This design comes from an exercise in tuning for small area, a short achievable clock period and few clock cycles on the open sky130 flow, not from production work. RTL that was checked went through simulation tests only; none was proved equivalent to the original. Power figures rest on the tool's default switching activity, not on a simulated workload.

Design polyline_codec, start of the top module:
module polyline_codec (
    input  wire        clk,
    input  wire        rst,
    input  wire        enc_in_valid,
    output wire        enc_in_ready,
    input  wire [64:0] enc_in_data,
    output wire        enc_out_valid,
    input  wire        enc_out_ready,
    output wire [8:0]  enc_out_data,
    input  wire        dec_in_valid,
    output wire        dec_in_ready,
    input  wire [8:0]  dec_in_data,
    output wire        dec_out_valid,
    input  wire        dec_out_ready,
    output wire [65:0] dec_out_data
);
    plenc u_enc (
        .clk(clk), .rst(rst),
        .in_valid(enc_in_valid), .in_ready(enc_in_ready), .in_data(enc_in_data),
        .out_valid(enc_out_valid), .out_ready(enc_out_ready), .out_data(enc_out_data)
    );
    pldec u_dec (
        .clk(clk), .rst(rst),
        .in_valid(dec_in_valid), .in_ready(dec_in_ready), .in_data(dec_in_data),
        .out_valid(dec_out_valid), .out_ready(dec_out_ready), .out_data(dec_out_data)
    );
endmodule
clock: 5.0 ns
lec_check: 0
cap_margin: 20
core_margin: 2
core_utilization: 40
cts_buf_list: sky130_fd_sc_hd__clkbuf_4
place_density: 0.6
setup_slack_margin: 2.5
slew_margin: 20
standard.sh (not shown) runs the stock make flow with config.mk's settings and CLKGATE_MAP_FILE= SYNTH_SCRIPT=/design/flow/synth_recipe.tcl, a recipe that flattens the netlist after the stock synthesis.
==> flow/flow/run.sh <==
#!/bin/bash
# The standard layout, with every port buffered by a buf_1 instead of the
# buffer buffer_ports picks by default. Each tool's full output is in
# orfs/logs/; make's own output is in make.log.
set -euo pipefail
export BUFFER_PORTS_ARGS="-buffer_cell sky130_fd_sc_hd__buf_1"
bash standard.sh > make.log 2>&1
Testbench counts at the start, summed over its fixed seeds: cycles 31,934.
Change:
==> flow/flow/run.sh (replaced) <==
#!/bin/bash
# The standard layout, with every port buffered by a buf_1 (instead of the
# buffer buffer_ports picks by default) and a clock tree built without dummy
# loads. Each tool's full output is in orfs/logs/; make's output in make.log.
set -euo pipefail
export BUFFER_PORTS_ARGS="-buffer_cell sky130_fd_sc_hd__buf_1"
export CTS_ARGS="-sink_clustering_enable -repair_clock_nets -buf_list sky130_fd_sc_hd__clkbuf_8 -sink_clustering_size 12 -sink_clustering_max_diameter 40 -dont_use_dummy_load"
bash standard.sh > make.log 2>&1
Settings changed: CTS_BUF_LIST sky130_fd_sc_hd__clkbuf_4 to sky130_fd_sc_hd__clkbuf_8, CTS_CLUSTER_DIAMETER set to 40, CTS_CLUSTER_SIZE set to 12, SETUP_SLACK_MARGIN 2.5 to 2.0.
=> The changed run went through all stages and came out clean; cell area goes down by about 9%; cell count is lower by about 6%; routed wire length goes down by 4.1%; flip-flop and latch count is unchanged; count of clock-buffer cells in the layout fell by 82.

========
Setup of build 66:
Another version of the RTL of polyline_codec (not shown whole).
Size: about 300 flip-flops, roughly 160 I/O pins.
==> flow/config.mk <==
export PLATFORM = sky130hd
export DESIGN_NAME = polyline_codec
export DESIGN_NICKNAME = polyline_codec
export VERILOG_FILES = /design/flow/design.v
export SDC_FILE = /design/flow/constraint.sdc
export NUM_CORES = 4
export LEC_CHECK = 0
export CAP_MARGIN = 20
export CORE_MARGIN = 2
export CORE_UTILIZATION = 40
export CTS_BUF_LIST = sky130_fd_sc_hd__clkbuf_4
export CTS_CLUSTER_DIAMETER = 35
export CTS_CLUSTER_SIZE = 8
export GPL_TIMING_DRIVEN = 1
export PLACE_DENSITY = 0.6
export SETUP_SLACK_MARGIN = 2.0
export SLEW_MARGIN = 20
==> flow/constraint.sdc <==
create_clock -name core_clock -period 5.0 [get_ports {clk}]
set_input_delay 1.0000 -clock core_clock [delete_from_list [all_inputs] [get_ports {clk}]]
set_output_delay 1.0000 -clock core_clock [all_outputs]
set_load 0.01 [all_outputs]
==> flow/flow/run.sh <==
#!/bin/bash
# The standard layout, with every port buffered by a buf_1 (instead of the
# buffer buffer_ports picks by default) and a clock tree built without dummy
# loads. Each tool's full output is in orfs/logs/; make's output in make.log.
set -euo pipefail
export BUFFER_PORTS_ARGS="-buffer_cell sky130_fd_sc_hd__buf_1"
export CTS_ARGS="-sink_clustering_enable -repair_clock_nets -buf_list sky130_fd_sc_hd__clkbuf_4 -sink_clustering_size 8 -sink_clustering_max_diameter 35 -dont_use_dummy_load"
bash standard.sh > make.log 2>&1
Build 66 was carried through to the last stage, and its layout satisfied the timing, DRC and antenna checks.
What build 18 does differently from build 66 at the input level:
==> flow/config.mk <==
export PLATFORM = sky130hd
export DESIGN_NAME = polyline_codec
export DESIGN_NICKNAME = polyline_codec
export VERILOG_FILES = /design/flow/design.v
export SDC_FILE = /design/flow/constraint.sdc
export NUM_CORES = 4
export LEC_CHECK = 0
export CAP_MARGIN = 20
export CORE_MARGIN = 2
export CORE_UTILIZATION = 60
export CTS_BUF_LIST = sky130_fd_sc_hd__clkbuf_4
export CTS_CLUSTER_DIAMETER = 35
export CTS_CLUSTER_SIZE = 8
export PLACE_DENSITY = 0.75
export SETUP_SLACK_MARGIN = 2.0
export SLEW_MARGIN = 20
Findings:
Build 18: full flow OK, the timing, DRC and antenna checks passed. Build 66 has higher final layout net count than build 18. Build 18 against build 66: clock insertion delay at the later pin of the skew report has decreased; signed area change from the synthesized netlist to the final layout has decreased. flip-flop to flip-flop as the worst hold-check path type was reported by build 18, and primary input to flip-flop by build 66. Relative to build 66, the final design instance area without fill of build 18 is lower by 290 sq um. Compared with build 66, build 18 shows a top fanout value on the critical path that is 1 higher. met1 global-route usage for build 18: 7.7 points up relative to build 66. Sort build 18 and build 66 by worst-case setup margin in the final layout desc -> top: build 18.
Input-level comparison between build 89 and build 18:
==> flow/config.mk <==
export PLATFORM = sky130hd
export DESIGN_NAME = polyline_codec
export DESIGN_NICKNAME = polyline_codec
export VERILOG_FILES = /design/flow/design.v
export SDC_FILE = /design/flow/constraint.sdc
export NUM_CORES = 4
export LEC_CHECK = 0
export CAP_MARGIN = 20
export CORE_MARGIN = 2
export CORE_UTILIZATION = 40
export CTS_BUF_LIST = sky130_fd_sc_hd__clkbuf_4
export CTS_CLUSTER_DIAMETER = 35
export CTS_CLUSTER_SIZE = 8
export PLACE_DENSITY = 0.6
export SETUP_SLACK_MARGIN = 2.2
export SLEW_MARGIN = 20
Results
- [build 89 vs build 18] area taken by multi-input logic gates: higher in build 89
- Compared with build 18, in build 89 CTS H-tree depth shows an increase of 1; post-placement cell count shows an increase of 156; fraction of final layout cells with drive strength greater than 1 shows an increase of 2.7 points.
- Between build 18 and build 89, final standard cell count with taps included and fillers excluded is lower for build 18, build 89 comes in above that.
- The higher global-route wire length before repair of build 18 and build 89 is in build 89.
- Compared with build 18, build 89 ends up with a larger final cell area.
- Comparing build 18 and build 89, final cycle utilization of the critical path is lower on build 89.
Input-level comparison between build 42 and build 89:
-- flow/config.mk --
<<< build 89, line 13
export CTS_CLUSTER_SIZE = 8
export PLACE_DENSITY = 0.6
export SETUP_SLACK_MARGIN = 2.2
export SLEW_MARGIN = 20
>>> build 42, line 13
export CTS_CLUSTER_SIZE = 8
export PLACE_DENSITY = 0.6
export SETUP_SLACK_MARGIN = 2.0
export SLEW_MARGIN = 20
==> run notes <==
Comparing estimated wirelength of the detail-placed design for build 42 and build 89, the bigger number came from build 42.
Build 42 reports a lower routed length on met1 than build 89 does.
Changes observed in build 42 relative to build 89: routed wire length on met3 increased about 7.5%, routed via count decreased 59, overall power consumption decreased 0.71%.
Build 89 → build 42: transition time at the pin with the least slew margin fell by 180 ps; wire length climbed about 0.8%.
On build 42: worst-case reg-to-reg path depth is 3 higher than what build 89 gave.
Final core utilization in build 42 vs build 89: down 0.62 points
Time the worst path needs with I/O delays and setup | build 42 above build 89
The detailed-routed wire length on met2 in build 42 was higher than what build 89 gave.
Function was not checked in any run of this note: the RTL went through the layout flow alone.

========
polyline_codec, a different RTL version from the one above (not shown whole).
Size in the first run: ~1800 cells after synthesis, ~300 flip-flops, ~0.017 sq mm of cells after synthesis.
Settings: LEC_CHECK=0, CAP_MARGIN=20, CORE_MARGIN=2, CORE_UTILIZATION=50, CTS_BUF_LIST=sky130_fd_sc_hd__clkbuf_4, CTS_CLUSTER_DIAMETER=35, CTS_CLUSTER_SIZE=8, PLACE_DENSITY=0.65, SETUP_SLACK_MARGIN=2.4, SLEW_MARGIN=20; clock period 5.0 ns.
Scripts as last shown in full above: flow/flow/run.sh
Testbench counts at the start, summed over its fixed seeds: cycles 31,934.
Next try:
--- a/flow/flow/run.sh
+++ b/flow/flow/run.sh
@@ -6,3 +6,3 @@
 export BUFFER_PORTS_ARGS="-buffer_cell sky130_fd_sc_hd__buf_1"
-export CTS_ARGS="-sink_clustering_enable -repair_clock_nets -buf_list sky130_fd_sc_hd__clkbuf_4 -sink_clustering_size 8 -sink_clustering_max_diameter 35 -dont_use_dummy_load"
+export CTS_ARGS="-sink_clustering_enable -repair_clock_nets -buf_list sky130_fd_sc_hd__clkbuf_8 -sink_clustering_size 10 -sink_clustering_max_diameter 40 -dont_use_dummy_load"
 bash standard.sh > make.log 2>&1
CORE_UTILIZATION = 40   (was 50)
CTS_BUF_LIST = sky130_fd_sc_hd__clkbuf_8   (was sky130_fd_sc_hd__clkbuf_4)
CTS_CLUSTER_DIAMETER = 40   (was 35)
CTS_CLUSTER_SIZE = 10   (was 8)
PLACE_DENSITY = 0.6   (was 0.65)
After rerunning:
- The new run produced a clean layout
- setup slack gets worse by 0.12 ns
- hold slack gets better by 0.033 ns
- final cell count climbs by about 4%
- area after synthesis does not change
- total power climbs by about 8%
- register-to-register slack gets worse by 0.10 ns
- core utilization drops by 11 points
- critical path depth does not change
- die area climbs by 24%
Next try:
--- a/flow/flow/run.sh
+++ b/flow/flow/run.sh
@@ -6,3 +6,3 @@
 export BUFFER_PORTS_ARGS="-buffer_cell sky130_fd_sc_hd__buf_1"
-export CTS_ARGS="-sink_clustering_enable -repair_clock_nets -buf_list sky130_fd_sc_hd__clkbuf_8 -sink_clustering_size 10 -sink_clustering_max_diameter 40 -dont_use_dummy_load"
+export CTS_ARGS="-sink_clustering_enable -repair_clock_nets -buf_list sky130_fd_sc_hd__clkbuf_4 -sink_clustering_size 8 -sink_clustering_max_diameter 35 -dont_use_dummy_load"
 bash standard.sh > make.log 2>&1
CTS_BUF_LIST = sky130_fd_sc_hd__clkbuf_4   (was sky130_fd_sc_hd__clkbuf_8)
CTS_CLUSTER_DIAMETER = 35   (was 40)
CTS_CLUSTER_SIZE = 8   (was 10)
Result: Total power fell by 6.2%. Design area shrinks by 2.5%. Global-route usage hardly moves. Via count barely changes. Core utilization is lower by 1.2 points. Sequential share of layout area climbs by 0.95 points.
Next try:
CORE_UTILIZATION = 55   (was 40)
PLACE_DENSITY = 0.7   (was 0.6)
Outcome: The new run produced a clean layout. Fmax increases by 0.46%. Via count decreases by 0.70%. Wire length decreases by 7.1%. Global-route usage increases by 5.4 points. Worst hold slack degrades by 0.014 ns. Total power decreases by 2.6%. Clock-buffer cell count decreases by 8.

[re-timing with driven ports]
Ports are ideal in the flow. The routed layouts listed here were re-timed in OpenROAD.
Step 1 sets driving cells, clkbuf_16 on the clock port and buf_2 on the other inputs (assumed; they add their load-dependent delay and slew).
Step 2 moves the port delays by t, midway between the first and last clock arrival at a register: inputs arrive t later, outputs are due t later. That takes back most of the time a late clock gives input paths.
Slacks: ideal ports / drivers / drivers and shift; pairs: ideal ports / drivers.
run | t, ns | slack for setup (ns) | slew at the worst register clock pin (ns) | worst data-port slew with drivers (ns)
the first run of note 1 | 0.818 | 2.187 / 2.217 / 1.399 | 0.07 / 0.07 | 0.07
the second run of note 1 | 0.669 | 1.974 / 2.004 / 1.334 | 0.08 / 0.08 | 0.07
build 66 | 0.784 | 1.979 / 2.006 / 1.222 | 0.09 / 0.09 | 0.07
build 18 | 0.718 | 2.008 / 2.001 / 1.284 | 0.09 / 0.09 | 0.07
build 89 | 0.800 | 2.107 / 2.131 / 1.331 | 0.09 / 0.09 | 0.05
build 42 | 0.784 | 1.979 / 2.006 / 1.222 | 0.09 / 0.09 | 0.07
the first run of note 3 | 0.811 | 2.245 / 2.245 / 1.534 | 0.09 / 0.09 | 0.06
the second run of note 3 | 0.650 | 2.128 / 2.137 / 1.486 | 0.07 / 0.07 | 0.11
the third run of note 3 | 0.758 | 2.251 / 2.252 / 1.500 | 0.09 / 0.09 | 0.11
the fourth run of note 3 | 0.764 | 2.263 / 2.263 / 1.597 | 0.09 / 0.09 | 0.07
After both steps every run listed still meets setup and hold. The setup slack of the first run of note 1, which loses most, moves by +0.030 ns with the drivers and by -0.788 ns with both steps.
